Source: an optimization exercise on an open RTL-to-GDS flow (aim: small area, a short achievable clock period and few clock cycles). Production flows keep margins and buffers that such runs may drop. The RTL was checked by simulation tests, not by an equivalence proof against the original design. Power is estimated from default activity; no workload was simulated.

$ cat config.mk
export PLATFORM = sky130hd
export DESIGN_NAME = l1ado_core
export DESIGN_NICKNAME = l1ado_core
export VERILOG_FILES = /design/flow/design.v
export SDC_FILE = /design/flow/constraint.sdc
export NUM_CORES = 4
export LEC_CHECK = 0
export CAP_MARGIN = 20
export CORE_MARGIN = 2
export CORE_UTILIZATION = 40
export CTS_CLUSTER_DIAMETER = 60
export CTS_CLUSTER_SIZE = 40
export SETUP_SLACK_MARGIN = 3
export SLEW_MARGIN = 20
export SYNTH_HIERARCHICAL = 1
$ cat constraint.sdc
create_clock -name core_clock -period 10.0 [get_ports {clk}]
set_input_delay 2.0000 -clock core_clock [delete_from_list [all_inputs] [get_ports {clk}]]
set_output_delay 2.0000 -clock core_clock [all_outputs]
set_load 0.01 [all_outputs]
$ cat design.v
module l1ado_core (
    input  wire        clk,
    input  wire        rst,         
    input  wire        ld_we,
    input  wire [7:0]  ld_addr,
    input  wire [7:0]  ld_data,
    input  wire [7:0]  mem_raddr,
    output wire [7:0]  mem_rdata,
    input  wire        start,
    input  wire [7:0]  start_pc,
    input  wire        cap_en,
    input  wire [15:0] cap,
    output wire        busy,
    output wire        done,
    output wire [1:0]  reason,      
    output wire [7:0]  pc,
    output wire [7:0]  acc,
    output wire [15:0] icount,
    output wire        in_req,
    input  wire        in_valid,
    input  wire [7:0]  in_data,
    output wire        out_valid,
    output wire [7:0]  out_data
);
    localparam [1:0] R_HALTED = 2'd1, R_CAPPED = 2'd2, R_FAULT = 2'd3;
    reg [2047:0] mem;
    function [7:0] alu;
        input [1:0] m;
        input [7:0] x, y;
        case (m)
            2'd0: alu = x + y;
            2'd1: alu = x - y;
            default: alu = ~(x & y);
        endcase
    endfunction
    function is_op;
        input [7:0] o;
        case (o)
            8'h00, 8'h10, 8'h11, 8'h12, 8'h20, 8'h21, 8'h22,
            8'h40, 8'h41, 8'h48, 8'h49, 8'h60, 8'h61, 8'h62,
            8'hC0, 8'hC1, 8'hC8, 8'hC9, 8'hE0, 8'hE1, 8'hE2: is_op = 1'b1;
            default: is_op = 1'b0;
        endcase
    endfunction
    reg        busy_r, done_r;
    reg [1:0]  reason_r;
    reg [7:0]  a_r;
    reg [15:0] icnt, capm1;
    reg        cap_en_r, cap0_r;
    reg [7:0]  fa_r;
    reg        iv_r;           
    reg [7:0]  op_r, k_r;
    reg        ind2_r;         
    reg        hit_r;          
    reg        jz_r;           
    reg        pt_v;
    reg [7:0]  pt_tag, pt_val;
    wire e_imm  = ~op_r[6] & ~op_r[4];                   
    wire e_jmp  = op_r[4];                               
    wire e_ind  = op_r[7];
    wire e_st   = op_r[3];                               
    wire e_in   = op_r[3] & op_r[0];                     
    wire e_out  = op_r[6] & ~op_r[5] & ~op_r[3] & op_r[0];   
    wire e_wa   = ~op_r[4] & ~op_r[3] & ~(op_r[6] & ~op_r[5] & op_r[0]);  
    wire e_ok   = is_op(op_r);
    wire e_cond = (op_r[1:0] == 2'd0) | (op_r[0] & a_r[7]) | (op_r[1] & (a_r == 8'd0));
    wire e_tk   = e_jmp & e_cond;
    wire e_first = e_ind & ~ind2_r & ~hit_r;             
    wire e_wait  = e_in & ~in_valid & ~e_first;
    wire e_act   = busy_r & iv_r & ~cap0_r & e_ok;
    wire e_fin   = e_act & ~e_first & ~e_wait;           
    wire early   = busy_r & iv_r & ~cap0_r & jz_r;
    wire run     = busy_r & ~early;                      
    reg  [1023:0] mem_e, mem_o;
    integer bi;
    always @(*)
        for (bi = 0; bi < 128; bi = bi + 1) begin
            mem_e[bi*8 +: 8] = mem[(2*bi)*8 +: 8];
            mem_o[bi*8 +: 8] = mem[(2*bi+1)*8 +: 8];
        end
    wire       f_rd = iv_r & e_tk;                  
    wire [7:0] fa_c = ~run ? start_pc : f_rd ? k_r : fa_r;
    wire [6:0] fe_c = fa_c[7:1] + {6'd0, fa_c[0]};  
    wire [7:0] b_e, b_o;
    l1ado_rd128 u_rde (.d(mem_e), .a(fe_c),      .y(b_e));
    l1ado_rd128 u_rdo (.d(mem_o), .a(fa_c[7:1]), .y(b_o));
    wire [7:0] op_f = fa_c[0] ? b_o : b_e;
    wire [7:0] k_f  = fa_c[0] ? b_e : b_o;
    wire [7:0] ea   = hit_r ? pt_val : k_r;          
    wire [7:0] pa   = ~run ? mem_raddr : ea;
    wire [7:0] mc;
    l1ado_rd256 u_rdc (.d(mem), .a(pa), .y(mc));
    wire [7:0] src   = e_imm ? k_r : mc;
    wire [7:0] a_new = op_r[5] ? alu(op_r[1:0], a_r, src) : src;
    wire [7:0] npc   = e_tk ? k_r : fa_r;
    wire       cap_last = cap_en_r & (icnt == capm1);
    wire       stop_h = e_fin & (npc == 8'd0);
    wire       stop_c = e_fin & ~stop_h & cap_last;
    wire       stop_f = busy_r & iv_r & ~cap0_r & ~e_ok;
    wire       stop   = stop_h | stop_c | stop_f | (busy_r & cap0_r);
    wire [7:0] w_addr = ~run ? ld_addr : ea;
    wire [7:0] w_data = ~run ? ld_data : (e_in ? in_data : a_r);
    wire       w_ex   = e_act & e_st & ~e_first & ~e_wait;
    wire       w_en   = (~run & ld_we) | w_ex;
    wire       f_hit  = w_ex & ((ea == fa_r) | (ea == fa_r + 8'd1));
    wire       adv    = busy_r & ~stop & ~f_hit & (~iv_r | e_fin);
    integer wi;
    always @(posedge clk) begin
        for (wi = 0; wi < 256; wi = wi + 1)
            if (w_en && w_addr == wi) mem[wi*8 +: 8] <= w_data;
    end
    always @(posedge clk) begin
        if (rst) begin
            busy_r  <= 1'b0;
            done_r  <= 1'b0;
        end else if (!busy_r || (early && start)) begin
            if (start) begin
                busy_r     <= 1'b1;
                done_r     <= 1'b0;
                iv_r     <= 1'b1;
                op_r     <= op_f;
                k_r      <= k_f;
                hit_r    <= 1'b0;
                jz_r     <= (op_f == 8'h10) & (k_f == 8'h00);
                pt_v     <= 1'b0;
                fa_r     <= fa_c + 8'd2;
                ind2_r   <= 1'b0;
                a_r      <= 8'd0;
                icnt     <= 16'd0;
                capm1    <= cap - 16'd1;
                cap_en_r <= cap_en;
                cap0_r   <= cap_en & (cap == 16'd0);
            end
        end else begin
            if (e_act) begin
                if (e_wa & ~e_first) a_r <= a_new;
                if (e_first) begin
                    ind2_r <= 1'b1;
                    k_r    <= mc;
                    pt_v   <= 1'b1;
                    pt_tag <= k_r;
                    pt_val <= mc;
                end
            end
            if (e_fin) begin
                icnt   <= icnt + 16'd1;
                ind2_r <= 1'b0;
                iv_r   <= 1'b0;
            end
            if (w_ex && w_addr == pt_tag) pt_val <= w_data;
            if (adv) begin
                iv_r   <= 1'b1;
                op_r   <= op_f;
                k_r    <= k_f;
                hit_r  <= pt_v & (k_f == pt_tag) & op_f[7];
                jz_r   <= (op_f == 8'h10) & (k_f == 8'h00);
                fa_r   <= fa_c + 8'd2;
            end
            if (stop) begin
                if (stop_h) reason_r <= R_HALTED;
                else if (stop_f) reason_r <= R_FAULT;
                else reason_r <= R_CAPPED;
                if (stop_f) fa_r <= fa_r - 8'd1;
                else if (cap0_r) fa_r <= fa_r - 8'd2;
                else fa_r <= npc;
                busy_r <= 1'b0;
                done_r <= 1'b1;
            end
        end
    end
    assign mem_rdata = mc;
    assign busy      = run;
    assign done      = done_r | early;
    assign reason    = early ? R_HALTED : reason_r;
    assign pc        = early ? 8'd0 : fa_r;
    assign acc       = a_r;
    assign icount    = early ? icnt + 16'd1 : icnt;
    assign in_req    = e_act & e_in & ~e_first;
    assign out_valid = e_act & e_out & ~e_first;
    assign out_data  = mc;
endmodule
module l1ado_rd128 (
    input  wire [1023:0] d,
    input  wire [6:0]    a,
    output wire [7:0]    y
);
    wire [511:0] l1;
    wire [127:0] l2;
    wire [31:0]  l3;
    genvar i;
    generate
        for (i = 0; i < 64; i = i + 1) begin : g1
            assign l1[i*8 +: 8] = a[0] ? d[(2*i+1)*8 +: 8] : d[(2*i)*8 +: 8];
        end
        for (i = 0; i < 16; i = i + 1) begin : g2
            assign l2[i*8 +: 8] = l1[(4*i + a[2:1])*8 +: 8];
        end
        for (i = 0; i < 4; i = i + 1) begin : g3
            assign l3[i*8 +: 8] = l2[(4*i + a[4:3])*8 +: 8];
        end
    endgenerate
    assign y = l3[a[6:5]*8 +: 8];
endmodule
module l1ado_rd256 (
    input  wire [2047:0] d,
    input  wire [7:0]    a,
    output wire [7:0]    y
);
    wire [511:0] l1;
    wire [127:0] l2;
    wire [31:0]  l3;
    genvar i;
    generate
        for (i = 0; i < 64; i = i + 1) begin : g1
            assign l1[i*8 +: 8] = d[(4*i + a[1:0])*8 +: 8];
        end
        for (i = 0; i < 16; i = i + 1) begin : g2
            assign l2[i*8 +: 8] = l1[(4*i + a[3:2])*8 +: 8];
        end
        for (i = 0; i < 4; i = i + 1) begin : g3
            assign l3[i*8 +: 8] = l2[(4*i + a[5:4])*8 +: 8];
        end
    endgenerate
    assign y = l3[a[7:6]*8 +: 8];
endmodule
$ cat flow/run.sh
#!/bin/bash
# The standard layout, with clock tree synthesis told not to add dummy
# loads to balance the tree. Everything else is the standard flow.
set -euo pipefail
export CTS_ARGS="-sink_clustering_enable -repair_clock_nets -sink_clustering_size 40 -sink_clustering_max_diameter 60 -dont_use_dummy_load"
bash standard.sh > standard.log 2>&1
$ cat standard.sh
#!/bin/bash
# synth_recipe.tcl (not shown) runs the flow's synth.tcl, then flattens the netlist and writes it again
# the make line also repeats each setting of config.mk as NAME=value (left out here)
make -C /OpenROAD-flow-scripts/flow DESIGN_CONFIG=/design/flow/config.mk WORK_HOME=/design/flow/orfs CLKGATE_MAP_FILE= SYNTH_SCRIPT=/design/flow/synth_recipe.tcl "${@:-finish}"
==> summary.txt, run 1 <==
* Routability cong. at 0.979
* Max H-tree Level at 4
* First-pass GRT wire length at 516000 µm
* Tot GR Track Use at 0.286
* Final nets at about 5800
* Setup violators final at 0
* Critical path, cell by cell: clkdlybuf4s50_1, o21a_4, and3b_1, o221ai_2, a21oi_1, o31ai_4, a211oi_4, nor4_4, buf_12, buf_6
* First-iteration detailed-routing DRC count at 10580
* # DRC at 0
* CTS tree: yes
* Vias at 62801
* Share of layout cells above drive strength 1 at 0.355
* Crit-path leading delay family: compound AO/OA/AOI/OAI gates
* Period utilization at 0.713
* Measured slew at the worst slew-check pin at 1.25 ns
* Final Slew Violations at 0
* Reg clk slew, reported paths at 0.05 ns
* Tmin final at 7.13 ns
* Slowest cell on crit path: clkdlybuf4s50_1
* Critical Path RT at 8.00 ns
* Combinational Power Share at 0.268
* Rows at 186
* Synth Area per Inst at 19.0 µm²
* Die W at 511 µm
* Critical path endpoint category: output port
* Post-DR wirelength/cell at 42.0 µm
* Synthesized area at 0.103 mm²
* Type of the worst setup path: in2out
* Crit path buf inv count at 3
* Hold_buf cts at 0
* Syn Inst Count at 5433
* Crit path launch type: primary input
* VDD IR max at 144 µV
* Top FF cell, synth: edfxtp_1
* Data arrival time of the critical path at 5.13 ns
* Outcome: finished clean
* Biggest cell delay along the critical path at 0.62 ns
* Setup WS post-layout at 2.87 ns
* Max FO, Critical Path at 11
* Flop pwr share at 0.473
* I/O pin count at about 120
* Initial antenna violation count at 18
* Gr ovfl total at 0
* Hold Vio Cnt, Final at 0
* CTS max path bufs at 3
* Vias in the first global route at around 60000
* Largest net degree at the start of global routing at 257
* Port Buffers at 115
* Worst-Skew Late Latency at a little under 0.9 ns
* Die Ht at roughly 500 µm
* Worst Hold Class: reg2reg
* Clk Tree Root Cell: clkbuf_16
* Yosys reg bits at 2139
* Asr flop ratio synth at 0
* Dpl hpwl at 243000 µm
* Post-synth EDFFs at 2137
* Max-slew headroom at 0.165
* Initial Util at 0.401
* Yosys top cell area share at 0.623
* CTS Buf Count at 147
* PwrDens at 184 mW/mm²
* Netlist cell types at 90
* Cell taking the most area after synthesis: edfxtp_1
* Clock sinks at 2139
* Yosys synthesis warning count at 7
* Leakage dissipation at 36.4 nW
* P_int at 15.0 mW
* Vias per Instance at 6.91
* Clock power share at 0.259
* Setup WS pre-CTS at 0.698 ns
* R2R setup slack at 3.00 ns
* Net Sw Frac at 0.301
* Area grow syn2layout at 13.6%
* NetSw at 6.46 mW
* RSZ-0062 raised after global routing: true
* Syn nets at 5515
* Drt pass-1 iters at 8
* Core area at 0.256 mm²
* F_max at 0.140 GHz
* Final WL at ~380000 µm
* Max cap viols at 0
* Part of the Yosys area used for sequential elements at 0.624
* Synth area leaders: edfxtp_1, mux4_2, mux2i_1
* Area of the die at ~0.26 mm²
* Clock skew at 0.0762 ns
* ANT nets after route at 0
* Final setup TNS at 0 ns
[cell usage in the layout (no fill, tap or decap), types with 13 or more instances in the layout]
| cell type | Yosys | final |
|---|---|---|
| buf_6 | 32 | 35 |
| nor3_1 | 38 | 24 |
| mux2i_1 | 230 | 223 |
| a21oi_2 | 0 | 22 |
| clkbuf_16 | 0 | 151 |
| nand2_1 | 174 | 146 |
| nor2_1 | 356 | 344 |
| ha_1 | 19 | 17 |
| inv_1 | 29 | 26 |
| buf_12 | 13 | 78 |
| mux2_2 | 54 | 54 |
| clkdlybuf4s50_1 | 0 | 94 |
| o22ai_1 | 35 | 27 |
| o21ai_0 | 56 | 40 |
| xor2_1 | 47 | 46 |
| o21ai_4 | 1 | 15 |
| mux4_2 | 1091 | 1091 |
| nor4_1 | 30 | 14 |
| xnor2_1 | 74 | 71 |
| a21oi_1 | 99 | 77 |
| o221ai_1 | 41 | 30 |
| a22oi_1 | 140 | 112 |
| a22oi_2 | 0 | 28 |
| bufbuf_16 | 0 | 17 |
| buf_16 | 0 | 42 |
| nand2_2 | 2 | 24 |
| edfxtp_1 | 2137 | 2137 |
| a221oi_1 | 24 | 19 |
| nand3_1 | 40 | 38 |
| nor2b_1 | 19 | 13 |
| a22o_1 | 17 | 17 |
| buf_4 | 33 | 248 |
[stage by stage]
stage                      util  instance area (µm²)  hold WS, ns  instances  power, mW
after global placement    0.423               108000        0.441       8701       15.3
after detailed placement  0.423               108000        0.445       8704       15.3
after floorplan               -               103000        0.432       5433       13.3
final                     0.456               117000        0.454       9090       21.5
after CTS                 0.452               116000        0.453       9024       21.2
after global routing      0.456               117000        0.474       9082       21.8
[synthesized netlist by cell type, types with 6 or more instances]
cell type  instances
a211oi_1          15
a21o_1             8
a21oi_1           99
a221o_1            8
a221oi_1          24
a22o_1            17
a22oi_1          140
a31oi_1           11
and2_1            15
and3_1            10
buf_1             53
buf_12            13
buf_2            110
buf_4             33
buf_6             32
buf_8             10
clkbuf_1         183
edfxtp_1        2137
ha_1              19
inv_1             29
mux2_2            54
mux2i_1          230
mux4_2          1091
nand2_1          174
nand2b_1           8
nand3_1           40
nand4_1           12
nor2_1           356
nor2b_1           19
nor3_1            38
nor4_1            30
o211ai_1           9
o21a_1            19
o21ai_0           56
o21ai_1            8
o221ai_1          41
o22ai_1           35
o31ai_1            6
o32ai_1            6
or2_2             13
or3_1              7
xnor2_1           74
xor2_1            47
[routing by layer]
| layer | vias to the layer above | wire length [µm] | track usage | share of wire |
|---|---|---|---|---|
| met5 | - | 78 | 0 | 0.00020 |
| li1 | 23574 | - | - | - |
| met3 | 798 | 50400 | 0.0772 | 0.13 |
| met4 | 12 | 21700 | 0.136 | 0.057 |
| met1 | 33438 | 141000 | 0.393 | 0.37 |
| met2 | 4979 | 168000 | 0.423 | 0.44 |
[state kept, by name (all words and copies together) (netlist names), 2 cells and up]
signal,cells
pt_tag,8
capm1,16
op_r,8
mem,2048
k_r,8
a_r,8
pt_val,8
reason_r,2
fa_r,8
icnt,16
[cell families after synthesis]
kind of cell,count (synthesis),share of synthesized area
flops,2139,0.624
mux,1375,0.267
simple gates,752,0.0326
compound gates,559,0.0390
buf+inv,467,0.0250
xor+xnor,121,0.0103
fa+ha+maj,20,0.00250
[power groups by stage]
stage               Sequential, mW  Combinational [mW]  Clock [mW]
floorplan                     10.4                2.96           0
global placement              10.4                4.94           0
detailed placement            10.4                4.97           0
CTS                           10.2                5.49        5.59
global route                  10.2                5.82        5.86
finish                        10.2                5.77        5.57
[worst paths after layout]
kind                         from                  end  cells after the start
max reg2reg  a_r[3]$_SDFFCE_PN0P_  hit_r$_SDFFCE_PN0P_                     16
min reg2reg   done_r$_SDFFE_PP0P_  done_r$_SDFFE_PP0P_                      2
min           done_r$_SDFFE_PP0P_  done_r$_SDFFE_PP0P_                      2
max                  mem_raddr[6]          out_data[5]                     10
[final cells by class]
cell class                 count  area (µm²)
tap                         3384        4230
antenna                       10        25.0
sequential                  2139       64200
timing repair buffer         543        6820
clock buffer                 147        3680
multi-input combinational   2834       37900
inverter                      33         140
fill                       21425      139000
[per-module statistics from Yosys (local to each module, per instance)]
| module | times used | cell area [µm²] | flops+latches | cells inside |
|---|---|---|---|---|
| l1ado_core | 1 | 70200 | 2139 | 3176 |
| l1ado_rd128 | 2 | 8010 | 0 | 420 |
| l1ado_rd256 | 1 | 16700 | 0 | 1417 |
[worst min-delay path: cells and delay by family (launching register included)]
family,cells,cell delay [ns]
DFF,1,0.30
and+or+nand+nor,1,0.05
AOI/OAI and AO/OA,1,0.05
[what timing repair did]
item                                    CTS  global route
resized for setup                       387            81
cloned                                   39             6
buffers inserted                        134            47
endpoints found under the setup margin   31            21
pin swaps                                53            39
Testbench counts, summed over its fixed seeds: cycles 29,223.
==> run 2: changes to the inputs <==
==> flow/run.sh (replaced) <==
#!/bin/bash
# The standard layout with two changes: clock tree synthesis adds no dummy
# loads to balance the tree, and the port buffers are plain buf_2 cells
# (which repair can resize) rather than the resizer's default pick.
# Everything else is the standard flow (standard.sh).
set -euo pipefail
export CTS_ARGS="-sink_clustering_enable -repair_clock_nets -sink_clustering_size 40 -sink_clustering_max_diameter 60 -dont_use_dummy_load"
export BUFFER_PORTS_ARGS="-buffer_cell sky130_fd_sc_hd__buf_2"
bash standard.sh > standard.log 2>&1
--- a/config.mk
+++ b/config.mk
@@ -15 +15,2 @@
 export SYNTH_HIERARCHICAL = 1
+export TNS_END_PERCENT = 5
==> run 2 against run 1 <==
Against the previous run:
- now fails the layout checks on slew limit
- sequential power about the same
- critical path depth up 1
- clock skew down 0.0088 ns
- via count up 0.95%
- synthesized area unchanged
==> summary.txt, run 2 <==
* Most frequent cells in the layout: edfxtp_1, mux4_2, nor2_1, mux2i_1, buf_4
* CTS tree: yes
* Max H-tree Level at 4 (unchanged)
* RR Startpoint: a_r[3]$_SDFFCE_PN0P_
* Critical path endpoint category: output port
* Period utilization at 0.723 (+0.00938)
* Die W at 511 µm (unchanged)
* Most instantiated cells after synthesis: edfxtp_1, mux4_2, nor2_1
* Clock sinks at 2139 (unchanged)
* Synthesized area at 0.103 mm² (unchanged)
* Setup violators final at 0 (unchanged)
* Max cap viols at 0 (unchanged)
* PwrDens at 186 mW/mm² (+1.3%)
* Leakage dissipation at 35.8 nW (-1.6%)
* Measured slew at the worst slew-check pin at 1.52 ns (+0.275 ns)
* Vias at 63400 (+0.95%)
* Final Slew Violations at 48 (+48)
* Multiplexer share of the synthesized area at 0.267 (unchanged)
* Reg clk slew, reported paths at 0.05 ns (about the same)
* Final WL at 388000 µm (+1.7%)
* Dpl hpwl at 241000 µm (-1.0%)
* Crit path from: mem_raddr[2]
* Top FF cell, synth: edfxtp_1
* Die Ht at 511 µm (unchanged)
* Yosys top cell area share at 0.623 (unchanged)
* Post-synth EDFFs at 2137 (unchanged)
* Initial antenna violation count at 27 (+9)
* VDD IR max at 132 µV (-8.6%)
* CTS max path bufs at 3 (unchanged)
* Max FFs per register at 2048 (unchanged)
* Compound-cell area share of the yosys netlist at 0.0390 (unchanged)
* Clock skew at 0.0674 ns (-0.00878 ns)
* Worst-Skew Late Latency at 0.85 ns (-0.03 ns)
* Area grow syn2layout at 12.0%
* Tot GR Track Use at 0.288 (+0.00239)
* Simple-Gate Fraction of Synth Area at 0.0326 (unchanged)
* Largest net degree at the start of global routing at 235 (-8.6%)
* Tmin final at 7.23 ns (+0.0938 ns)
* First-pass GRT wire length at 520000 µm (+0.69%)
* Vias in the first global route at 60007 (-0.66%)
* Part of the Yosys area used for sequential elements at 0.624 (unchanged)
* CTS Buf Count at 148 (+0.68%)
* Syn nets at 5515 (unchanged)
* Rows at 186 (unchanged)
* # DRC at 0 (unchanged)
* Core area at 0.256 mm² (unchanged)
* Post-DR wirelength/cell at 43.1 µm (+2.8%)
* Final setup TNS at 0 ns (unchanged)
* Share of layout cells above drive strength 1 at 0.355 (about the same)
* Final nets at 5676 (-1.8%)
* Commonest non-fill, non-tap cell in the layout: edfxtp_1
* Synth Area per Inst at 19.0 µm² (unchanged)
* ANT nets after route at 0 (unchanged)
* I/O pin count at 116 (unchanged)
* Cell taking the most area after synthesis: edfxtp_1
* Most flops, register: mem
* Hold path depth at 2 (unchanged)
* Syn Inst Count at 5433 (unchanged)
* Initial Util at 0.401 (unchanged)
* Clk Tree Root Cell: clkbuf_16
* Worst Hold Class: reg2reg
* Hold Vio Cnt, Final at 0 (unchanged)
* Data arrival time of the critical path at 5.23 ns (+0.10 ns)
* FF-to-FF path depth at 18 (+2)
* Outcome: complete, but fails checks
* Xor/xnor share of the synthesized area at 0.0103 (unchanged)
* Crit path launch type: primary input
* Total power at 21.5 mW (-0.17%)
* Vias per Instance at 7.05 (+2.0%)
* RSZ-0062 raised after global routing: true
* F_max at 0.138 GHz (-1.3%)
* Routability cong. at 0.983 (+0.48%)
* Max-slew headroom at -0.0153 (-0.180)
* Yosys synthesis warning count at 7 (unchanged)
* Port Buffers at 115 (unchanged)
* Count leader, synth: edfxtp_1
* Layout check faults: slew limit
* Max FO, Critical Path at 25 (+14)
* Largest registers: mem (2048), capm1 (16), icnt (16)
* Largest family of logic cells by synthesized area: multiplexers
* Gr ovfl total at 0 (unchanged)
* Critical Path RT at 8.00 ns (about the same)
* Asr flop ratio synth at 0 (unchanged)
* Yosys reg bits at 2139 (unchanged)
* Area of the die at 0.261 mm² (unchanged)
* Netlist cell types at 90 (unchanged)
* Synthesized-area fraction occupied by adder cells at 0.00250 (unchanged)
* Synth area leaders: edfxtp_1, mux4_2, mux2i_1
* Hold wc startpoint: done_r$_SDFFE_PP0P_
* First-iteration detailed-routing DRC count at 11192 (+5.8%)
* Drt pass-1 iters at 6 (-2)
* Type of the worst setup path: in2out
-- run 2: cell counts after synthesis --
Identical to the previous run, type by type.
-- run 2: report_power, final --
part | internal [mW] | switching (mW)
Sequential | 10.1 | 0.0675
Combinational | 2.22 | 3.47
Clock | 2.62 | 2.99
Total | 14.9 | 6.53
-- run 2: cell families (layout without fill, tap and decap cells) --
kind of cell,count (synthesis),after routing
buffers and inverters,467,620
flip-flops,2139,2139
XOR/XNOR,121,121
other,0,23
AO/OA/AOI/OAI,559,562
AND/OR/NAND/NOR,752,755
adder cells (fa/ha/maj),20,20
multiplexers,1375,1375
-- run 2: layer usage --
layer,global-route usage,up-vias,part of all wire
met2,0.418,5370,0.43
met5,0,-,0.00052
met1,0.392,33648,0.36
met4,0.131,32,0.057
li1,-,23358,-
met3,0.0991,992,0.14
-- run 2: worst paths after layout --
| kind | endpoint | slack, ns |
|---|---|---|
| worst max-delay path | out_data[5] | 2.77 |
| worst min-delay path | done_r$_SDFFE_PP0P_ | 0.45 |
| worst max register to register | hit_r$_SDFFCE_PN0P_ | 3.02 |
| worst min register to register | done_r$_SDFFE_PP0P_ | 0.45 |
-- run 2: cell type report --
| cell class | instances | area, µm² |
|---|---|---|
| antenna | 23 | 57.6 |
| clock buffer | 148 | 3700 |
| fill | 21610 | 141000 |
| inverter | 33 | 135 |
| multi-input combinational | 2833 | 37600 |
| sequential | 2139 | 64200 |
| tap | 3384 | 4230 |
| timing repair buffer | 438 | 5370 |
| timing repair inverter | 1 | 7.51 |
-- run 2: modules after synthesis (local to each module, per instance) --
module       copies in the design  cells inside  flip-flops and latches  area, µm²
l1ado_core                      1          3176                    2139      70200
l1ado_rd128                     2           420                       0       8010
l1ado_rd256                     1          1417                       0      16700
-- run 2: per-stage QoR --
stage / worst slack [ns] / instance area, µm² / hold WS (ns) / instances / util
after floorplan: 3.05 / 103000 / 0.432 / 5433 / -
after global placement: 1.46 / 107000 / 0.440 / 8655 / 0.418
after detailed placement: 1.64 / 107000 / 0.447 / 8659 / 0.419
after CTS: 2.96 / 114000 / 0.454 / 8927 / 0.446
after global routing: 2.94 / 115000 / 0.506 / 8977 / 0.449
final: 2.77 / 115000 / 0.450 / 8999 / 0.450
-- run 2: critical path: stages --
cell and delay (ns):
buf_2 0.18, o21a_4 0.25, buf_12 0.16, buf_6 0.22, nor2_4 0.35, buf_6 0.36
a22oi_1 0.23, a21oi_1 0.45, a211oi_2 0.19, nor4_4 0.51, buf_2 0.24
-- run 2: repair_timing --
item / in CTS / in global routing
endpoints found under the hold margin: 0 / 0
pin swaps: 34 / 25
setup endpoints to repair: 29 / 22
resized for setup: 224 / 75
cloned: 41 / 13
hold buffers: 0 / 0
setup buffers: 79 / 33
==> run 3: changes to the inputs <==
--- a/design.v
+++ b/design.v
@@ -12,5 +12,5 @@
     input  wire [15:0] cap,
-    output wire        busy,
-    output wire        done,
-    output wire [1:0]  reason,      
+    output reg         busy,
+    output reg         done,
+    output reg  [1:0]  reason,      
     output wire [7:0]  pc,
@@ -44,8 +44,10 @@
     endfunction
-    reg        busy_r, done_r;
-    reg [1:0]  reason_r;
     reg [7:0]  a_r;
+    reg        az_r;           
     reg [15:0] icnt, capm1;
     reg        cap_en_r, cap0_r;
+    reg        ov_r, end_r;
+    reg [7:0]  od_r;
     reg [7:0]  fa_r;
+    reg [6:0]  fe_r;           
     reg        iv_r;           
@@ -54,3 +56,2 @@
     reg        hit_r;          
-    reg        jz_r;           
     reg        pt_v;
@@ -65,3 +66,3 @@
     wire e_ok   = is_op(op_r);
-    wire e_cond = (op_r[1:0] == 2'd0) | (op_r[0] & a_r[7]) | (op_r[1] & (a_r == 8'd0));
+    wire e_cond = (op_r[1:0] == 2'd0) | (op_r[0] & a_r[7]) | (op_r[1] & az_r);
     wire e_tk   = e_jmp & e_cond;
@@ -69,6 +70,4 @@
     wire e_wait  = e_in & ~in_valid & ~e_first;
-    wire e_act   = busy_r & iv_r & ~cap0_r & e_ok;
+    wire e_act   = busy & iv_r & ~cap0_r & e_ok;
     wire e_fin   = e_act & ~e_first & ~e_wait;           
-    wire early   = busy_r & iv_r & ~cap0_r & jz_r;
-    wire run     = busy_r & ~early;                      
     reg  [1023:0] mem_e, mem_o;
@@ -81,4 +80,5 @@
     wire       f_rd = iv_r & e_tk;                  
-    wire [7:0] fa_c = ~run ? start_pc : f_rd ? k_r : fa_r;
-    wire [6:0] fe_c = fa_c[7:1] + {6'd0, fa_c[0]};  
+    wire [7:0] fa_c = ~busy ? start_pc : f_rd ? k_r : fa_r;
+    wire [6:0] fe_c = ~busy ? start_pc[7:1] + {6'd0, start_pc[0]} :   
+                      f_rd  ? k_r[7:1] + {6'd0, k_r[0]} : fe_r;
     wire [7:0] b_e, b_o;
@@ -89,3 +89,3 @@
     wire [7:0] ea   = hit_r ? pt_val : k_r;          
-    wire [7:0] pa   = ~run ? mem_raddr : ea;
+    wire [7:0] pa   = ~busy ? mem_raddr : ea;
     wire [7:0] mc;
@@ -94,2 +94,9 @@
     wire [7:0] a_new = op_r[5] ? alu(op_r[1:0], a_r, src) : src;
+    wire [7:0] axs   = a_r ^ src;
+    wire [7:0] aos   = a_r | src;
+    wire       z_add = (axs == {aos[6:0], 1'b0});
+    wire       z_new = ~op_r[5]           ? (src == 8'd0) :
+                       (op_r[1:0] == 2'd0) ? z_add :
+                       (op_r[1:0] == 2'd1) ? (a_r == src) :
+                                             ((a_r & src) == 8'hFF);
     wire [7:0] npc   = e_tk ? k_r : fa_r;
@@ -98,10 +105,10 @@
     wire       stop_c = e_fin & ~stop_h & cap_last;
-    wire       stop_f = busy_r & iv_r & ~cap0_r & ~e_ok;
-    wire       stop   = stop_h | stop_c | stop_f | (busy_r & cap0_r);
-    wire [7:0] w_addr = ~run ? ld_addr : ea;
-    wire [7:0] w_data = ~run ? ld_data : (e_in ? in_data : a_r);
+    wire       stop_f = busy & iv_r & ~cap0_r & ~e_ok;
+    wire       stop   = stop_h | stop_c | stop_f | (busy & cap0_r);
+    wire [7:0] w_addr = ~busy ? ld_addr : ea;
+    wire [7:0] w_data = ~busy ? ld_data : (e_in ? in_data : a_r);
     wire       w_ex   = e_act & e_st & ~e_first & ~e_wait;
-    wire       w_en   = (~run & ld_we) | w_ex;
+    wire       w_en   = (~busy & ld_we) | w_ex;
     wire       f_hit  = w_ex & ((ea == fa_r) | (ea == fa_r + 8'd1));
-    wire       adv    = busy_r & ~stop & ~f_hit & (~iv_r | e_fin);
+    wire       adv    = busy & ~end_r & ~stop & ~f_hit & (~iv_r | e_fin);
     integer wi;
@@ -112,9 +119,12 @@
     always @(posedge clk) begin
+        ov_r <= 1'b0;
         if (rst) begin
-            busy_r  <= 1'b0;
-            done_r  <= 1'b0;
-        end else if (!busy_r || (early && start)) begin
+            busy  <= 1'b0;
+            done  <= 1'b0;
+            end_r <= 1'b0;
+        end else if (!busy) begin
             if (start) begin
-                busy_r     <= 1'b1;
-                done_r     <= 1'b0;
+                busy     <= 1'b1;
+                done     <= 1'b0;
+                end_r    <= 1'b0;
                 iv_r     <= 1'b1;
@@ -123,7 +133,8 @@
                 hit_r    <= 1'b0;
-                jz_r     <= (op_f == 8'h10) & (k_f == 8'h00);
                 pt_v     <= 1'b0;
                 fa_r     <= fa_c + 8'd2;
+                fe_r     <= fe_c + 7'd1;
                 ind2_r   <= 1'b0;
                 a_r      <= 8'd0;
+                az_r     <= 1'b1;
                 icnt     <= 16'd0;
@@ -133,5 +144,15 @@
             end
+        end else if (end_r) begin
+            busy <= 1'b0;
+            done <= 1'b1;
         end else begin
             if (e_act) begin
-                if (e_wa & ~e_first) a_r <= a_new;
+                if (e_wa & ~e_first) begin
+                    a_r  <= a_new;
+                    az_r <= z_new;
+                end
+                if (e_out & ~e_first) begin
+                    ov_r <= 1'b1;
+                    od_r <= mc;
+                end
                 if (e_first) begin
@@ -155,9 +176,9 @@
                 hit_r  <= pt_v & (k_f == pt_tag) & op_f[7];
-                jz_r   <= (op_f == 8'h10) & (k_f == 8'h00);
                 fa_r   <= fa_c + 8'd2;
+                fe_r   <= fe_c + 7'd1;
             end
             if (stop) begin
-                if (stop_h) reason_r <= R_HALTED;
-                else if (stop_f) reason_r <= R_FAULT;
-                else reason_r <= R_CAPPED;
+                if (stop_h) reason <= R_HALTED;
+                else if (stop_f) reason <= R_FAULT;
+                else reason <= R_CAPPED;
                 if (stop_f) fa_r <= fa_r - 8'd1;
@@ -165,4 +186,8 @@
                 else fa_r <= npc;
-                busy_r <= 1'b0;
-                done_r <= 1'b1;
+                if (e_out & ~e_first & e_fin) begin
+                    end_r <= 1'b1;
+                end else begin
+                    busy <= 1'b0;
+                    done <= 1'b1;
+                end
             end
@@ -171,11 +196,8 @@
     assign mem_rdata = mc;
-    assign busy      = run;
-    assign done      = done_r | early;
-    assign reason    = early ? R_HALTED : reason_r;
-    assign pc        = early ? 8'd0 : fa_r;
+    assign pc        = fa_r;
     assign acc       = a_r;
-    assign icount    = early ? icnt + 16'd1 : icnt;
-    assign in_req    = e_act & e_in & ~e_first;
-    assign out_valid = e_act & e_out & ~e_first;
-    assign out_data  = mc;
+    assign icount    = icnt;
+    assign in_req    = ~end_r & e_act & e_in & ~e_first;
+    assign out_valid = ov_r;
+    assign out_data  = od_r;
 endmodule
==> flow/run.sh (replaced) <==
#!/bin/bash
# The standard layout, with clock tree synthesis told not to add dummy
# loads to balance the tree. Everything else is the standard flow.
set -euo pipefail
export CTS_ARGS="-sink_clustering_enable -repair_clock_nets -sink_clustering_size 40 -sink_clustering_max_diameter 60 -dont_use_dummy_load"
bash standard.sh > standard.log 2>&1
--- a/config.mk
+++ b/config.mk
@@ -15,2 +15 @@
 export SYNTH_HIERARCHICAL = 1
-export TNS_END_PERCENT = 5
==> run 3 against run 2 <==
Against the previous run:
- the run now finishes clean
- hold slack improved by 0.037 ns
- clock skew rose by 0.0059 ns
- non-clock buffer count rose by 36
- first-iteration DRC count fell by 3.0%
- power rose by 8.1%
- die area rose by 0.85%
- critical endpoint is now mem_rdata[4]
==> summary.txt, run 3 <==
* Part of the Yosys area used for sequential elements at 0.623 (about the same)
* Hold Vio Cnt, Final at 0 (unchanged)
* Post-synth EDFFs at 2152 (+0.70%)
* Tot GR Track Use at 0.284 (-0.00450)
* Fillers at 21751 (+0.65%)
* Biggest cell delay along the critical path at 0.46 ns (-0.05 ns)
* Clock sinks at 2156 (+0.79%)
* Critical path endpoint category: output port
* Most flops, register: mem
* Multiplexer share of the synthesized area at 0.263 (-0.00372)
* Synthesized-area fraction occupied by adder cells at 0.00471 (+0.00221)
* Largest net degree at the start of global routing at 202 (-14%)
* Final Slew Violations at 0 (-100%)
* Leakage dissipation at 36.2 nW (+1.2%)
* Commonest non-fill, non-tap cell in the layout: edfxtp_1
* Crit path launch type: primary input
* Hold WS at 0.486 ns (+0.0366 ns)
* Slowest cell on crit path: o21ai_0
* Max FFs per register at 2048 (unchanged)
* CTS tree: yes
* Final nets at 5810 (+2.4%)
* Yosys reg bits at 2156 (+0.79%)
* Vias per Instance at 6.90 (-2.0%)
* Clock skew at 0.0734 ns (+0.00593 ns)
* Critical path, cell by cell: buf_6, o21a_4, buf_12, buf_12, buf_6, buf_16, mux4_2, o21ai_0, a32oi_2, nor4_4, buf_4, nor4_2, buf_4, buf_2
* CP Depth at 14 (+3)
* Post-DR wirelength/cell at 41.5 µm (-3.8%)
* Largest registers: mem (2048), capm1 (16), icnt (16)
* PwrDens at 199 mW/mm² (+6.7%)
* Hold path depth at 2 (unchanged)
* Compound-cell area share of the yosys netlist at 0.0399 (+0.000911)
* Die W at 514 µm (+0.42%)
* Synth area leaders: edfxtp_1, mux4_2, mux2i_1
* Die Ht at 514 µm (+0.42%)
* Crit-path leading delay family: buffers and inverters
* FF/Latch Area at 0.0647 mm² (+0.77%)
* Final setup TNS at 0 ns (unchanged)
* Most frequent cells in the layout: edfxtp_1, mux4_2, nor2_1, buf_4, mux2i_1
* ANT nets after route at 0 (unchanged)
* Clk Tree Root Cell: clkbuf_16
* Measured slew at the worst slew-check pin at 1.32 ns (-0.207 ns)
* First-pass GRT wire length at 515000 µm (-0.89%)
* Largest family of logic cells by synthesized area: multiplexers
* VDD IR max at 184 µV (+40%)
* FF-to-FF path depth at 15 (-3)
* Crit path buf inv count at 8 (+3)
* Type of the worst setup path: in2out
* Outcome: finished clean
* Max H-tree Level at 4 (unchanged)
* Critical Path RT at 8.00 ns (about the same)
* F_max at 0.142 GHz (+2.2%)
* Initial antenna violation count at 37 (+37%)
* Area of the multi-input gates at 0.0382 mm² (+1.6%)
* Max FO, Critical Path at 13 (-48%)
* Port Buffers at 115 (unchanged)
* Top FF cell, synth: edfxtp_1
* Max cap viols at 0 (unchanged)
* Simple-Gate Fraction of Synth Area at 0.0350 (+0.00240)
* Vias in the first global route at 60624 (+1.0%)
* Area of the die at 0.264 mm² (+0.85%)
* Yosys top cell area share at 0.622 (-0.000942)
* Most instantiated cells after synthesis: edfxtp_1, mux4_2, nor2_1
* Drt pass-1 iters at 9 (+3)
* Cell taking the most area after synthesis: edfxtp_1
* Rows at 187 (+0.54%)
* Vias at 63016 (-0.61%)
* RSZ-0062 raised after global routing: true
* Post-layout util at 0.451 (+0.00183)
* Period utilization at 0.707 (-0.0159)
* I/O pin count at 116 (unchanged)
* Yosys synthesis warning count at 7 (unchanged)
* Xor/xnor share of the synthesized area at 0.00869 (-0.00161)
* Syn nets at 5610 (+1.7%)
* Asr flop ratio synth at 0 (unchanged)
* Synth Area per Inst at 18.8 µm² (-0.57%)
* Tmin final at 7.07 ns (-0.159 ns)
* Worst Hold Class: reg2reg
* Routability cong. at 1.02 (+3.7%)
* CTS max path bufs at 3 (unchanged)
* Max-slew headroom at 0.122 (+0.138)
* Netlist cell types at 95 (+5.6%)
* Initial Util at 0.401 (about the same)
* Synthesized area at 0.104 mm² (+0.85%)
* Data arrival time of the critical path at 5.07 ns (-0.16 ns)
* Dpl hpwl at 244000 µm (+1.3%)
* Final WL at 379000 µm (-2.4%)
* Reg clk slew, reported paths at 0.06 ns (about the same)
* # DRC at 0 (unchanged)
* Core area at 0.259 mm² (+0.90%)
* Syn Inst Count at 5511 (+1.4%)
* Area grow syn2layout at 12.5%
* CTS Buf Count at 150 (+1.4%)
* First-iteration detailed-routing DRC count at 10857 (-3.0%)
* Setup violators final at 0 (unchanged)
* Share of layout cells above drive strength 1 at 0.340 (-0.0150)
* Count leader, synth: edfxtp_1
* Gr ovfl total at 0 (unchanged)
* Worst-Skew Late Latency at 0.88 ns (+0.03 ns)
[run 3: cell types whose count changed in the layout (fill, tap and decap cells not counted), moves of 11 or more]
cell,before,now
buf_16,43,29
inv_1,27,38
nor2_2,13,27
o21ai_0,43,59
xnor2_1,71,56
buf_12,44,62
clkdlybuf4s50_1,0,102
ha_1,17,35
a21oi_4,2,21
buf_4,175,223
nor2_1,340,327
buf_2,109,8
edfxtp_1,2137,2152
[run 3: worst paths after layout]
| path | start | endpoint | slack (ns) |
|---|---|---|---|
| hold / removal | done$_SDFFE_PP0P_ | done$_SDFFE_PP0P_ | 0.49 |
| hold reg to reg | done$_SDFFE_PP0P_ | done$_SDFFE_PP0P_ | 0.49 |
| setup reg to reg | op_r[1]$_DFFE_PP_ | hit_r$_SDFFCE_PN0P_ | 3.20 |
| setup / recovery | mem_raddr[1] | mem_rdata[4] | 2.93 |
[run 3: area by class of cell]
class / instances / share of cell area
Inverter: 43 / 0.00147
Timing Repair Buffer: 474 / 0.0488
Clock buffer: 150 / 0.0321
Antenna cell: 18 / 0.000386
Multi-Input combinational cell: 2886 / 0.327
Sequential cell: 2156 / 0.554
Tap cell: 3402 / 0.0364
[run 3: logic make-up (layout without fill, tap and decap cells)]
| logic type | Yosys count | after routing |
|---|---|---|
| flip-flops | 2156 | 2156 |
| multiplexers | 1361 | 1361 |
| AND/OR/NAND/NOR | 787 | 787 |
| AO/OA/AOI/OAI | 593 | 597 |
| buffers and inverters | 473 | 667 |
| XOR/XNOR | 103 | 103 |
| adder cells (fa/ha/maj) | 38 | 38 |
| other | 0 | 18 |
[run 3: what timing repair did]
action / 4_1_cts / 5_1_grt
buffers inserted: 92 / 23
resized for setup: 322 / 70
pin swaps: 51 / 34
hold buffers: 0 / 0
setup endpoints to repair: 17 / 8
cloned: 29 / 1
[run 3: where the power goes]
group | total, mW | internal (mW) | switching, mW
combinational | 7.11 | 2.75 | 4.36
clock | 5.65 | 2.65 | 3.00
sequential | 10.4 | 10.3 | 0.0959
total | 23.2 | 15.7 | 7.45
[run 3: worst register-to-register path, cell delays in order, from the launching register on]
cell and delay (ns):
edfxtp_1 0.87, nor2_1 0.30, o311ai_4 0.35, buf_4 0.34
mux2i_1 0.19, a21oi_4 0.52, buf_4 0.76, mux4_2 0.60
mux4_2 0.65, mux4_2 0.61, mux2_2 0.38, or2_2 0.32
a211o_1 0.26, nand2_1 0.07, nand4_1 0.09, a2111oi_1 0.27
[run 3: routing by layer]
layer,part of all wire,up-vias,track usage
met5,0.00044,-,0
met4,0.056,30,0.128
met3,0.14,931,0.0961
met2,0.44,5037,0.422
met1,0.36,33311,0.378
li1,-,23707,-
[run 3: metrics by stage]
| step | setup slack [ns] | cell area, µm² | power, mW | std cells |
|---|---|---|---|---|
| floorplan | 3.09 | 104000 | 14.3 | 5511 |
| global placement | 0.698 | 109000 | 16.8 | 8812 |
| detailed placement | 0.631 | 109000 | 16.8 | 8813 |
| CTS | 2.96 | 116000 | 22.9 | 9084 |
| global route | 2.98 | 117000 | 23.6 | 9112 |
| finish | 2.93 | 117000 | 23.2 | 9129 |
[run 3: per-module statistics from Yosys (local to each module, per instance)]
module | copies in the design | area [µm²] | flops+latches
l1ado_core | 1 | 71100 | 2156
l1ado_rd256 | 1 | 16700 | 0
l1ado_rd128 | 2 | 8010 | 0
Testbench counts of run 3, summed over its fixed seeds: cycles 29,382.
==> run 4: changes to the inputs <==
==> flow/run.sh (replaced) <==
#!/bin/bash
# The standard layout with two changes: clock tree synthesis adds no dummy
# loads to balance the tree, and the port buffers are plain buf_4 cells
# (which repair can resize) rather than the resizer's default pick.
# Everything else is the standard flow (standard.sh).
set -euo pipefail
export CTS_ARGS="-sink_clustering_enable -repair_clock_nets -sink_clustering_size 40 -sink_clustering_max_diameter 60 -dont_use_dummy_load"
export BUFFER_PORTS_ARGS="-buffer_cell sky130_fd_sc_hd__buf_4"
bash standard.sh > standard.log 2>&1
--- a/config.mk
+++ b/config.mk
@@ -12,3 +12,3 @@
 export CTS_CLUSTER_SIZE = 40
-export SETUP_SLACK_MARGIN = 3
+export SETUP_SLACK_MARGIN = 3.3
 export SLEW_MARGIN = 20
==> run 4 against run 3 <==
Against the previous run:
- first-iteration DRC count is 4.7% lower
- via count fell by 0.57%
- setup slack worse by 0.092 ns
- largest power group unchanged
- highest routed layer unchanged
==> summary.txt, run 4 <==
* Die Ht at 514 µm (unchanged)
* Most flops, register: mem
* Max cap viols at 0 (unchanged)
* CTS Buf Count at 150 (unchanged)
* I/O pin count at 116 (unchanged)
* Slowest cell on crit path: edfxtp_1
* Yosys top cell area share at 0.622 (unchanged)
* Clk Tree Root Cell: clkbuf_16
* Commonest non-fill, non-tap cell in the layout: edfxtp_1
* Hold wc startpoint: done$_SDFFE_PP0P_
* CTS max path bufs at 3 (unchanged)
* Final WL at 381000 µm (+0.57%)
* Clock sinks at 2156 (unchanged)
* FF-to-FF path depth at 15 (unchanged)
* Vias per Instance at 6.90 (about the same)
* Measured slew at the worst slew-check pin at 1.31 ns (-0.00218 ns)
* Initial antenna violation count at 33 (-11%)
* Type of the worst setup path: reg2out
* Layer with the highest usage: met2
* Reg clk slew, reported paths at 0.07 ns (about the same)
* Share of layout cells above drive strength 1 at 0.353 (+0.0135)
* Reg2reg end: hit_r$_SDFFCE_PN0P_
* Hold path depth at 2 (unchanged)
* Max FO, Critical Path at 23 (+10)
* Netlist cell types at 95 (unchanged)
* Vias in the first global route at 60523 (-0.17%)
* RR Startpoint: op_r[1]$_DFFE_PP_
* Syn Inst Count at 5511 (unchanged)
* Core area at 0.259 mm² (unchanged)
* Die W at 514 µm (unchanged)
* Worst-Skew Late Latency at 0.88 ns (about the same)
* Outcome: finished clean
* M2 GR Usage at 0.420 (-0.00165)
* Critical Path RT at 8.00 ns (about the same)
* Critical path endpoint category: output port
* Largest registers: mem (2048), capm1 (16), icnt (16)
* PwrDens at 199 mW/mm² (+0.15%)
* Tmin final at 7.16 ns (+0.0925 ns)
* Data arrival time of the critical path at 5.16 ns (+0.09 ns)
* Area of the die at 0.264 mm² (unchanged)
* Most instantiated cells after synthesis: edfxtp_1, mux4_2, nor2_1
* Largest net degree at the start of global routing at 202 (unchanged)
* Asr flop ratio synth at 0 (unchanged)
* Final nets at 5761 (-0.84%)
* Routability cong. at 0.966 (-5.2%)
* ANT nets after route at 0 (unchanged)
* Area grow syn2layout at 11.8%
* Gr ovfl total at 0 (unchanged)
* R2R setup slack at 3.25 ns (+0.05 ns)
* Leakage dissipation at 36.0 nW (-0.64%)
* Max FFs per register at 2048 (unchanged)
* Biggest cell delay along the critical path at 0.73 ns (+0.27 ns)
* Most frequent cell on the critical path: buf_4
* Final setup TNS at 0 ns (unchanged)
* Cell taking the most area after synthesis: edfxtp_1
* Rows at 187 (unchanged)
* RSZ-0062 raised after global routing: true
* Met3 usage at 0.0947 (-0.00141)
* Yosys reg bits at 2156 (unchanged)
* Setup violators final at 0 (unchanged)
* Top FF cell, synth: edfxtp_1
* Vias at 62656 (-0.57%)
* Initial Util at 0.401 (unchanged)
* Period utilization at 0.716 (+0.00925)
* Synth area leaders: edfxtp_1, mux4_2, mux2i_1
* Max-slew headroom at 0.124 (+0.00145)
* Synthesized area at 0.104 mm² (unchanged)
* CTS tree: yes
* Max H-tree Level at 4 (unchanged)
* Post-synth EDFFs at 2152 (unchanged)
* Count leader, synth: edfxtp_1
* Total power at 23.1 mW (-0.48%)
* Critical path, cell by cell: mux2i_1, nand2_1, o21a_4, buf_12, buf_4, and2_4, buf_4, a221oi_1, o21ai_2, nor3_2, nor4_4, buf_4
* Drt pass-1 iters at 6 (-3)
* Port Buffers at 115 (unchanged)
* # DRC at 0 (unchanged)
* First-iteration detailed-routing DRC count at 10342 (-4.7%)
* VDD IR max at 221 µV (+20%)
* Dpl hpwl at 243000 µm (-0.17%)
* Part of the Yosys area used for sequential elements at 0.623 (unchanged)
* Most frequent cells in the layout: edfxtp_1, mux4_2, nor2_1, buf_4, mux2i_1
* Yosys synthesis warning count at 7 (unchanged)
* F_max at 0.140 GHz (-1.3%)
* Syn nets at 5610 (unchanged)
* Final Slew Violations at 0 (unchanged)
* Post-DR wirelength/cell at 42.0 µm (+1.1%)
* Crit path launch type: flip-flop
* First-pass GRT wire length at 517000 µm (+0.26%)
* Synth Area per Inst at 18.8 µm² (unchanged)
* Clock skew at 0.0622 ns (-0.0111 ns)
* Hold EP: done$_SDFFE_PP0P_
* GRT met1 Usage at 0.381 (+0.00359)
* Tot GR Track Use at 0.285 (+0.00116)
* Worst Hold Class: reg2reg
* Hold Vio Cnt, Final at 0 (unchanged)
* Fillers at 21758 (+0.032%)
==> run 4: area by class of cell <==
class	count	area, µm²	area share
Sequential cell	2156	64700	0.557
Multi-Input combinational cell	2886	38200	0.329
Timing Repair Buffer	425	4940	0.0426
Tap cell	3402	4260	0.0367
Clock buffer	150	3750	0.0323
Inverter	43	164	0.00141
Antenna cell	15	37.5	0.000323
==> run 4: cells by family after synthesis <==
| logic type | count (synthesis) | synth area share |
|---|---|---|
| DFF | 2156 | 0.623 |
| muxes | 1361 | 0.263 |
| and+or+nand+nor | 787 | 0.0350 |
| AOI/OAI and AO/OA | 593 | 0.0399 |
| buffers and inverters | 473 | 0.0254 |
| xor gates and xnor gates | 103 | 0.00869 |
| adders and majority gates | 38 | 0.00471 |
==> run 4: per-module statistics from Yosys, one instance, submodules excluded <==
module       copies in the design  cells inside  cell area [µm²]  flops+latches
l1ado_rd128                     2           420             8010              0
l1ado_rd256                     1          1417            16700              0
l1ado_core                      1          3254            71100           2156
==> run 4: worst max-delay path: cells and delay by family (launching register included) <==
kind                   cells  cell delay, ns
and+or+nand+nor            4            1.41
buffers and inverters      4            1.00
AOI/OAI and AO/OA          3            0.79
DFF                        1            0.73
muxes                      1            0.31
==> run 4: stage by stage <==
stage | worst slack (ns) | util | hold WS, ns | cells | area (µm²)
after floorplan | 3.09 | - | 0.424 | 5511 | 104000
final | 2.84 | 0.449 | 0.501 | 9077 | 116000
after CTS | 3.04 | 0.446 | 0.504 | 9036 | 115000
after detailed placement | 1.61 | 0.420 | 0.495 | 8776 | 109000
after global placement | 0.527 | 0.420 | 0.481 | 8772 | 109000
after global routing | 2.93 | 0.448 | 0.537 | 9063 | 116000
==> run 4: routing by layer <==
layer	part of all wire	vias up
li1	-	23619
met1	0.36	33191
met2	0.44	4920
met3	0.14	906
met4	0.059	20
met5	0.00036	-
==> run 4: what timing repair did <==
action                     4_1_cts  5_1_grt
pin swaps                       43       22
hold buffers                     0        0
setup buffers                   83       18
gates resized for setup        276       50
setup endpoints to repair       18       12
gates cloned                    27        5
==> run 4: where the power goes <==
group          leakage, nW  switching, mW  internal (mW)  total, mW
clock network         1.85           2.99           2.65       5.64
logic                 14.8           4.34           2.67       7.01
registers             19.4         0.0938           10.3       10.4
total                 36.0           7.43           15.7       23.1
==> run 4: worst max-delay path by stage <==
| stage | end | cells after the start | slack (ns) | startpoint |
|---|---|---|---|---|
| after detailed placement | mem_rdata[7] | 12 | 1.61 | mem_raddr[2] |
| after floorplan | mem[1001]$_DFFE_PP_ | 2 | 3.09 | in_data[1] |
| after CTS | mem_rdata[4] | 12 | 3.04 | mem_raddr[0] |
| after global placement | mem_rdata[6] | 10 | 0.53 | mem_raddr[0] |
| after global routing | mem_rdata[4] | 13 | 2.93 | mem_raddr[0] |
| final | mem_rdata[4] | 12 | 2.84 | k_r[2]$_DFFE_PP_ |

separate check: timing with driven ports:
The results above use ideal ports. As a check the final layouts listed here were re-extracted and re-timed, cells and wires unchanged.
Step 1, drivers: a clkbuf_16 drives clk and a buf_2 each remaining input, both assumed.
Step 2 adds t to the input delays and takes it off the output delays; t is the mean of the earliest and latest rising clock arrival at the registers after step 1. Input paths then give back, and output paths get back, about the clock's delay inside the block.
Three values: no drivers, after step 1, after step 2; two values: the first two.
run | t, ns | setup slack, ns | worst setup path at the end | pins driven straight from the clock port
run 1 | 0.927 | 2.869 / 2.836 / 2.241 | input to register | 1
run 2 | 0.927 | 2.775 / 2.745 / 2.228 | input to register | 1
run 3 | 0.927 | 2.933 / 2.888 / 2.401 | input to register | 1
run 4 | 0.921 | 2.841 / 2.752 / 2.441 | input to register | 1
For run 1, which loses most, drivers alone change the setup slack by -0.033 ns; drivers and shift together by -0.628 ns.
